What follows belongs to an exercise in optimizing a design on an open flow for small area; a production flow would make more cautious choices.
In this exercise RTL edits were held to simulation tests only and were not proved equivalent to the original.
No activity file was given, so power comes from the tool's default toggle rates.

<file path="flow/config.mk">
export PLATFORM = sky130hd
export DESIGN_NAME = locomm_fcd
export DESIGN_NICKNAME = locomm_fcd
export VERILOG_FILES = /design/flow/design.v
export SDC_FILE = /design/flow/constraint.sdc
export NUM_CORES = 4
export LEC_CHECK = 0
export CAP_MARGIN = 20
export CORE_MARGIN = 2
export CORE_UTILIZATION = 40
export PLACE_DENSITY = 0.6
export SLEW_MARGIN = 20
</file>
<file path="flow/constraint.sdc">
create_clock -name core_clock -period 10.0 [get_ports {clk}]
set_input_delay 2.0000 -clock core_clock [delete_from_list [all_inputs] [get_ports {clk}]]
set_output_delay 2.0000 -clock core_clock [all_outputs]
set_load 0.01 [all_outputs]
</file>
<file path="flow/design.v">
module locomm_crc16_byte (
    input  wire [15:0] crc_in,
    input  wire [7:0]  data,
    output reg  [15:0] crc_out
);
    integer i;
    always @* begin
        crc_out = crc_in ^ {8'h00, data};
        for (i = 0; i < 8; i = i + 1) begin
            if (crc_out[0])
                crc_out = (crc_out >> 1) ^ 16'h8408;
            else
                crc_out = crc_out >> 1;
        end
    end
endmodule
module locomm_fcd (
    input  wire        clk,
    input  wire        rst,
    input  wire        rx_valid,
    input  wire [7:0]  rx_data,
    output wire        rx_ready,
    output reg         fr_valid,
    output reg  [3:0]  fr_route,
    output reg  [2:0]  fr_status,
    output reg  [15:0] fr_size,
    output reg  [31:0] fr_type,
    output reg  [31:0] fr_tag,
    input  wire [3:0]  mb_sel,
    input  wire        mb_take,
    output wire [8:0]  mb_ready,
    output wire [31:0] mb_tag,
    output wire [15:0] mb_size,
    output wire [2:0]  mb_status,
    input  wire        iq_pop,
    output wire [2:0]  iq_level,
    output wire [31:0] iq_tag,
    output wire [15:0] iq_size,
    output wire [2:0]  iq_status
);
    localparam [3:0] R_QUEUE = 4'd9;
    localparam [3:0] R_DROP  = 4'd10;
    localparam [3:0] R_RUNT  = 4'd11;
    localparam [2:0] S_OK    = 3'd0;
    localparam [2:0] S_START = 3'd1;
    localparam [2:0] S_SIZE  = 3'd2;
    localparam [2:0] S_CRC   = 3'd3;
    localparam [2:0] S_END   = 3'd4;
    localparam IQ_DEPTH = 4;
    reg  [15:0] idx;         
    reg  [15:0] size;        
    reg  [15:0] start_m;     
    reg  [31:0] type_r;      
    reg  [31:0] tag_r;       
    reg  [15:0] crc;         
    reg  [15:0] crc_st;      
    reg  [15:0] end_m;       
    assign rx_ready = 1'b1;
    wire take_byte = rx_valid & rx_ready;
    wire [15:0] size_n  = (idx == 16'd3) ? {size[15:8], rx_data} : size;
    wire [15:0] total_n = (size_n < 16'd4) ? 16'd4 : size_n;
    wire last_byte = take_byte && (idx >= 16'd3) && (idx == total_n - 16'd1);
    wire [15:0] crc_upd;
    locomm_crc16_byte u_crc (.crc_in(crc), .data(rx_data), .crc_out(crc_upd));
    reg [15:0] start_n;
    reg [31:0] type_n;
    reg [31:0] tag_n;
    reg [15:0] crc_n;
    reg [15:0] crc_st_n;
    reg [15:0] end_n;
    always @* begin
        start_n  = start_m;
        type_n   = type_r;
        tag_n    = tag_r;
        crc_n    = crc;
        crc_st_n = crc_st;
        end_n    = end_m;
        if (take_byte) begin
            case (idx)
                16'd0: start_n[15:8]  = rx_data;
                16'd1: start_n[7:0]   = rx_data;
                16'd4: type_n[31:24]  = rx_data;
                16'd5: type_n[23:16]  = rx_data;
                16'd6: type_n[15:8]   = rx_data;
                16'd7: type_n[7:0]    = rx_data;
                16'd8: tag_n[31:24]   = rx_data;
                16'd9: tag_n[23:16]   = rx_data;
                16'd10: tag_n[15:8]   = rx_data;
                16'd11: tag_n[7:0]    = rx_data;
                default: ;
            endcase
            if (idx == 16'd0)
                crc_n = 16'h0000;
            else if (idx == 16'd2 || idx == 16'd3 ||
                     (idx >= 16'd4 && idx < total_n - 16'd4))
                crc_n = crc_upd;
            if (idx >= 16'd4) begin
                if (idx == total_n - 16'd4) crc_st_n[15:8] = rx_data;
                if (idx == total_n - 16'd3) crc_st_n[7:0]  = rx_data;
                if (idx == total_n - 16'd2) end_n[15:8]    = rx_data;
                if (idx == total_n - 16'd1) end_n[7:0]     = rx_data;
            end
        end
    end
    always @(posedge clk) begin
        if (rst) begin
            idx    <= 16'd0;
            size   <= 16'd0;
            start_m <= 16'd0;
            type_r <= 32'd0;
            tag_r  <= 32'd0;
            crc    <= 16'd0;
            crc_st <= 16'd0;
            end_m  <= 16'd0;
        end else begin
            start_m <= start_n;
            type_r  <= type_n;
            tag_r   <= tag_n;
            crc     <= crc_n;
            crc_st  <= crc_st_n;
            end_m   <= end_n;
            if (take_byte) begin
                if (idx == 16'd2) size[15:8] <= rx_data;
                if (idx == 16'd3) size[7:0]  <= rx_data;
                if (last_byte)
                    idx <= 16'd0;
                else
                    idx <= idx + 16'd1;
            end
        end
    end
    reg [2:0] status_n;
    always @* begin
        if (start_n != 16'h1234)
            status_n = S_START;
        else if (size_n < 16'd16)
            status_n = S_SIZE;
        else if (crc_n != crc_st_n)
            status_n = S_CRC;
        else if (end_n != 16'h5678)
            status_n = S_END;
        else
            status_n = S_OK;
    end
    reg [3:0] route_n;
    always @* begin
        if (size_n < 16'd8)
            route_n = R_RUNT;
        else begin
            case (type_n)
                32'h5057414B: route_n = 4'd0;    
                32'h5350414B: route_n = 4'd1;    
                32'h5250414B: route_n = 4'd2;    
                32'h5341434B: route_n = 4'd3;    
                32'h4443414B: route_n = 4'd4;    
                32'h534E414B: route_n = 4'd5;    
                32'h5343414B: route_n = 4'd6;    
                32'h4550414B: route_n = 4'd7;    
                32'h4750414B: route_n = 4'd8;    
                32'h53454E44: route_n = R_QUEUE;  
                default:      route_n = R_DROP;
            endcase
        end
    end
    always @(posedge clk) begin
        if (rst) begin
            fr_valid  <= 1'b0;
            fr_route  <= 4'd0;
            fr_status <= 3'd0;
            fr_size   <= 16'd0;
            fr_type   <= 32'd0;
            fr_tag    <= 32'd0;
        end else begin
            fr_valid <= last_byte;
            if (last_byte) begin
                fr_route  <= route_n;
                fr_status <= status_n;
                fr_size   <= size_n;
                fr_type   <= type_n;
                fr_tag    <= tag_n;
            end
        end
    end
    reg        mb_rdy [0:8];
    reg [31:0] mb_tg  [0:8];
    reg [15:0] mb_sz  [0:8];
    reg [2:0]  mb_st  [0:8];
    integer k;
    always @(posedge clk) begin
        if (rst) begin
            for (k = 0; k < 9; k = k + 1) begin
                mb_rdy[k] <= 1'b0;
                mb_tg[k]  <= 32'd0;
                mb_sz[k]  <= 16'd0;
                mb_st[k]  <= 3'd0;
            end
        end else begin
            for (k = 0; k < 9; k = k + 1) begin
                if (mb_take && mb_sel == k)
                    mb_rdy[k] <= 1'b0;
                if (fr_valid && fr_route == k) begin
                    mb_rdy[k] <= 1'b1;
                    mb_tg[k]  <= fr_tag;
                    mb_sz[k]  <= fr_size;
                    mb_st[k]  <= fr_status;
                end
            end
        end
    end
    genvar g;
    generate
        for (g = 0; g < 9; g = g + 1) begin : g_rdy
            assign mb_ready[g] = mb_rdy[g];
        end
    endgenerate
    wire sel_ok = (mb_sel < 4'd9);
    assign mb_tag    = sel_ok ? mb_tg[mb_sel] : 32'd0;
    assign mb_size   = sel_ok ? mb_sz[mb_sel] : 16'd0;
    assign mb_status = sel_ok ? mb_st[mb_sel] : 3'd0;
    reg [31:0] iq_tg [0:IQ_DEPTH-1];
    reg [15:0] iq_sz [0:IQ_DEPTH-1];
    reg [2:0]  iq_st [0:IQ_DEPTH-1];
    reg [1:0]  iq_rd;
    reg [1:0]  iq_wr;
    reg [2:0]  iq_cnt;
    wire do_pop  = iq_pop && (iq_cnt != 3'd0);
    wire [2:0] cnt_after_pop = do_pop ? iq_cnt - 3'd1 : iq_cnt;
    wire do_push = fr_valid && (fr_route == R_QUEUE) && (cnt_after_pop < IQ_DEPTH);
    always @(posedge clk) begin
        if (rst) begin
            iq_rd  <= 2'd0;
            iq_wr  <= 2'd0;
            iq_cnt <= 3'd0;
            for (k = 0; k < IQ_DEPTH; k = k + 1) begin
                iq_tg[k] <= 32'd0;
                iq_sz[k] <= 16'd0;
                iq_st[k] <= 3'd0;
            end
        end else begin
            if (do_pop)
                iq_rd <= iq_rd + 2'd1;
            if (do_push) begin
                iq_tg[iq_wr] <= fr_tag;
                iq_sz[iq_wr] <= fr_size;
                iq_st[iq_wr] <= fr_status;
                iq_wr <= iq_wr + 2'd1;
            end
            iq_cnt <= iq_cnt - {2'd0, do_pop} + {2'd0, do_push};
        end
    end
    assign iq_level  = iq_cnt;
    assign iq_tag    = iq_tg[iq_rd];
    assign iq_size   = iq_sz[iq_rd];
    assign iq_status = iq_st[iq_rd];
endmodule
</file>
<file path="flow/run.sh">
#!/bin/bash
# synth_recipe.tcl (not shown) runs the flow's synth.tcl, then flattens the netlist and writes it again
# the make line also repeats each setting of config.mk as NAME=value (left out here)
make -C /OpenROAD-flow-scripts/flow DESIGN_CONFIG=/design/flow/config.mk WORK_HOME=/design/flow/orfs CLKGATE_MAP_FILE= SYNTH_SCRIPT=/design/flow/synth_recipe.tcl finish
</file>
==> run notes <==
Worst setup path
STA classifies the critical path endpoint as a flop. The cell at the slowest stage of the critical path is sky130_fd_sc_hd__clkdlybuf4s50_1. Data on the critical path is required at its endpoint by 10570 ps. By instance count, the cell type seen most on the critical path is sky130_fd_sc_hd__buf_4. In this run the worst path has a maximum fanout of 20.

On the worst path, the slowest cell contributes a delay of 930 ps. The worst setup path is launched from a primary input. Walking the worst path, the cells encountered are clkdlybuf4s50_1 > or3_1 > nor3_2 > a211o_4 > and2_1 > o21a_1 > nor2_1 > ha_1 > and4_1 > and3_1 > o31a_1 > o31ai_1 > buf_4 > and2_0 > buf_4 > a221oi_1 > nor4_1 > nand4_1 > a211oi_1 > o221ai_1 > o41ai_1 > nand2_1. The category of the most critical setup path is in2reg. At the worst endpoint, the arrival time is 8380 ps.

Final layout
The library cells used most frequently in the layout, excluding fill and tap cells, are 1067 x sky130_fd_sc_hd__nand2_1, 723 x sky130_fd_sc_hd__dfxtp_1, 674 x sky130_fd_sc_hd__a21oi_1. The synthesis-to-finish area growth is 15.46%. The final instance count without filler cells is 6197. The layout filler cell count is 9775. The total number of nets in the final design is 4788.

The register cell area after layout is 20640 um^2. The library cell used most frequently in the layout, excluding fill and tap cells, is sky130_fd_sc_hd__nand2_1. In the final layout, the share of cells above drive strength 1 is between 7 and 8%. The diode insertion count for antenna repair is 0. In the final layout, the multi-input gates occupy about 18000 um^2.

Logic synthesis
The synthesized flop and latch total is 929. In this run the mean area of a mapped cell was 8.614 um^2. Summing the areas of all xor and xnor instances in the mapped netlist gives 1.643% of the synthesized area. The synthesized netlist devotes 0.8415% of its cell area to adder and majority cells.

In this run, distinct cell masters in the synthesized netlist total 90. The cell area that synthesis handed to floorplanning was 41040 um^2. The post-synthesis net count is between 4000 and 5000. By area, the combinational part of the netlist is dominated by simple AND/OR/NAND/NOR gates. During synthesis, Yosys emitted a total of 6 warnings. The number of cells produced by synthesis is about 4800. The cell accounting for the most synthesized area is sky130_fd_sc_hd__dfxtp_1.

After synthesis, the cell types taking the most area are sky130_fd_sc_hd__dfxtp_1 35%, sky130_fd_sc_hd__edfxtp_1 15%, sky130_fd_sc_hd__nand2_1 9.8%, sky130_fd_sc_hd__a21oi_1 8.2%, sky130_fd_sc_hd__nor2_1 4.1%. The synthesized netlist devotes 16.96% of its cell area to compound gates. In the synthesized netlist, mux cells make up between 5 and 6% of the area. After Yosys synthesis, and, or, nand and nor cells account for approximately 20% of the synthesized area.

The most used flip-flop cell after synthesis is sky130_fd_sc_hd__dfxtp_1. The proportion of netlist area held by the largest area contributor is between 30 and 40%. For this run, asynchronously set or reset flops after synthesis account for 0%. The number of flops mapped to enable cells by yosys is between 200 and 250. The sequential element share of the synthesized area is just over 50%.

CTS
The root buffer cell is sky130_fd_sc_hd__clkbuf_16. The post-cts repair resize count is 0. Counting the buffers created by CTS gives roughly 100. The maximum number of buffers from clock root to sink is 3. The count of buffers added by post-CTS timing repair for setup is 0. The tree built by TritonCTS fans out to between 900 and 1000 sinks. The register clock-pin slew on the reported worst setup and hold paths is 60 ps.

The H-tree level count is 3. After clock tree synthesis, the flow added hold-fix buffers numbering 0. At the later pin of the worst-skew pair, clock insertion delay measures 700 ps.

The TritonCTS clock tree is yes.

Timing
The setup TNS after final layout is 0 ps. The transition time at the pin with the least slew margin is 1126 ps. Setup repair after global routing left no endpoint under its margin. The relative slew slack is 24.49%. The timing-limited maximum frequency is between 100 and 150 MHz.

The time the final worst path needs with I/O delays and setup is 7803 ps. The max-slew violation count is 0. The least setup slack across all paths after layout is 2197 ps. The post-route fraction of the period consumed by the critical path is 78.03%. The number of failing hold endpoints at the final stage is 0. Across the routed clock network, the largest skew measured is ~54 ps. Setup violations remaining at the end of the flow were counted as 0.

Place
Buffers placed on the I/O ports in this run total 218. Routability-driven placement finished with a final weighted congestion of between 0.9 and 1. The total instance count after detailed placement is 6008.

The worst setup slack after placement is 1669 ps. Summed over all nets, the half-perimeter wirelength after detailed placement is 85.87 mm.

Floorplanning
The die span in y is 324.3 um. The core region is around 100000 um^2. The die footprint is 105200 um^2. The count of pins on the block boundary is 220. The count of standard-cell rows is between 100 and 150. The floorplan step set the die width to 324.3 um. The initial cell density of the core is 40.33%.

Flow run
The number of maximum-capacitance violations is 0.

Drt
The routed design has 144.6 mm of wire. The via count normalized by instance count is 5.687. The count of nets left with antenna violations after detail routing is 0. In the final routed layout, each cell accounts on average for around 23 um.

The first-iteration detailed-routing DRC count is 3828. Across all layers, the routed design uses around 35000 vias. The first detailed-routing pass took 5 iterations.

After detailed routing, the number of remaining DRC violations is 0.

Power and ir drop
VDD sags by at most ~140 uV. In this run, the combinational gates consume a little over a tenth of the power. The switching power is 2148 uW. Per report_power, the sequential group accounts for 46.0% of the total.

In this run the static leakage power is 0.01596 uW. The internal cell power is 6414 uW. Power spread over the standard cell area amounts to 180.7 nW/um^2. Net switching is 25.09% of the power. The clock network burns 43.6% of the power.

GRT
The via count of the first global-routing pass is 33342. The largest net degree at the start of global routing is between 100 and 150. The global-route wire length before repair is 216.0 mm. The initial antenna violation count is 2. For this run, the total global-route usage over all layers was measured as 26.67%.

For this run the aggregate overflow at the end of global routing stands at 0.

Min path
The worst hold-check path type is reg2reg.

Outcome
The flow ran to the end and the layout has no timing, DRC or antenna violations.
## flip-flops by register name, indices dropped and copies added (netlist names), 27 cells and up, named ones only
| name | cells |
|---|---|
| fr_tag | 32 |
| fr_type | 32 |
| iq_sz | 64 |
| iq_tg | 128 |
| mb_st | 27 |
| mb_sz | 144 |
| mb_tg | 288 |
| tag_r | 32 |
| type_r | 32 |
## stage by stage
stage	area [um^2]	power [uW]	utilization (%)	hold WS, ps
2_1_floorplan	41040	4531	-	427.2
3_3_place_gp	44070	4909	43.32	438.1
3_5_place_dp	44070	4908	43.32	443.1
4_1_cts	47380	8622	46.57	450.0
5_1_grt	47380	8832	46.57	467.4
6_report	47380	8562	46.57	449.9
## worst paths after layout
| kind | start | cells after the start | slack (ps) | to |
|---|---|---|---|---|
| worst min-delay path | mb_sz[0][10] | 2 | 450 | mb_sz[0][10] |
| worst max register to register | idx[1] | 23 | 2900 | fr_status[1] |
| worst max-delay path | rx_data[6] | 22 | 2200 | fr_status[1] |
| worst min register to register | mb_sz[0][10] | 2 | 450 | mb_sz[0][10] |
## power by group through the flow
stage | clock, uW | sequential [uW] | combinational [uW]
global placement | 0 | 4030 | 883
floorplan | 0 | 3980 | 554
CTS | 3790 | 3950 | 887
finish | 3730 | 3940 | 887
detailed placement | 0 | 4030 | 882
global route | 3940 | 3950 | 936
## area by class of cell
type | count | area share [%]
timing repair buffer | 299 | 5.942
clock buffer | 145 | 6.177
tap | 1368 | 3.613
multi-input combinational | 3288 | 38.90
clock inverter | 44 | 0.8107
sequential | 929 | 43.57
inverter | 124 | 0.9824
## synthesized netlist by cell type (21+ instances only)
library cell	number
sky130_fd_sc_hd__nand2_1	1074
sky130_fd_sc_hd__dfxtp_1	725
sky130_fd_sc_hd__a21oi_1	674
sky130_fd_sc_hd__nor2_1	447
sky130_fd_sc_hd__clkbuf_1	350
sky130_fd_sc_hd__edfxtp_1	204
sky130_fd_sc_hd__inv_1	121
sky130_fd_sc_hd__mux2i_1	92
sky130_fd_sc_hd__o21ai_0	83
sky130_fd_sc_hd__a211oi_1	78
sky130_fd_sc_hd__and2_1	64
sky130_fd_sc_hd__a31oi_1	60
sky130_fd_sc_hd__a221oi_1	57
sky130_fd_sc_hd__a22o_1	57
sky130_fd_sc_hd__a22oi_1	57
sky130_fd_sc_hd__mux4_2	51
sky130_fd_sc_hd__nand3_1	47
sky130_fd_sc_hd__nor3_1	46
sky130_fd_sc_hd__xnor2_1	43
sky130_fd_sc_hd__xor2_1	34
sky130_fd_sc_hd__buf_1	30
sky130_fd_sc_hd__nand4_1	28
sky130_fd_sc_hd__ha_1	26
sky130_fd_sc_hd__buf_2	21
## metal layers
metal	vias up	wire length, um	global-route usage [%]
met1	17221	62000	35.90
met3	255	10600	4.189
met2	1425	66590	43.04
li1	16341	-	-
met5	-	16	0
met4	2	5365	10.24
## logic make-up (layout without fill, tap and decap cells)
family          count (synthesis)  count (layout)
fa+ha+maj                      27              27
xor+xnor                       77              77
compound gates               1157            1157
mux                           152             152
simple gates                 1874            1874
other cells                     1               1
flops                         929             929
buf+inv                       547             612
## worst max-delay path, delay by kind of cell
family	cells	cell delay (ps)
compound gates	8	1890
buf+inv	3	1410
fa+ha+maj	1	300
simple gates	10	2710

## afterwards: timing with drivers on the ports
How much do the figures lean on ideal ports? The routed layout below was timed once more, with nothing changed but the port constraints. Step 1 sets driving cells, clkbuf_16 on the clock port and buf_2 on the other inputs (assumed; they add their load-dependent delay and slew). Step 2 moves the port delays by t, midway between the first and last clock arrival at a register: inputs arrive t later, outputs are due t later. That takes back most of the time a late clock gives input paths. Three values: ideal ports, drivers, drivers and shift; two values: the first two.
shift t [ns]: 0.741
setup WS [ns]: 2.197 / 2.245 / 1.504
hold WS [ns]: 0.450 / 0.450 / 0.450
worst register clock-pin slew, ns: 0.07 / 0.07
cell pins on the clock port's net: 1
After both steps setup and hold are still met in this run. For this run, drivers alone change the setup slack by +0.048 ns; drivers and shift together by -0.693 ns.
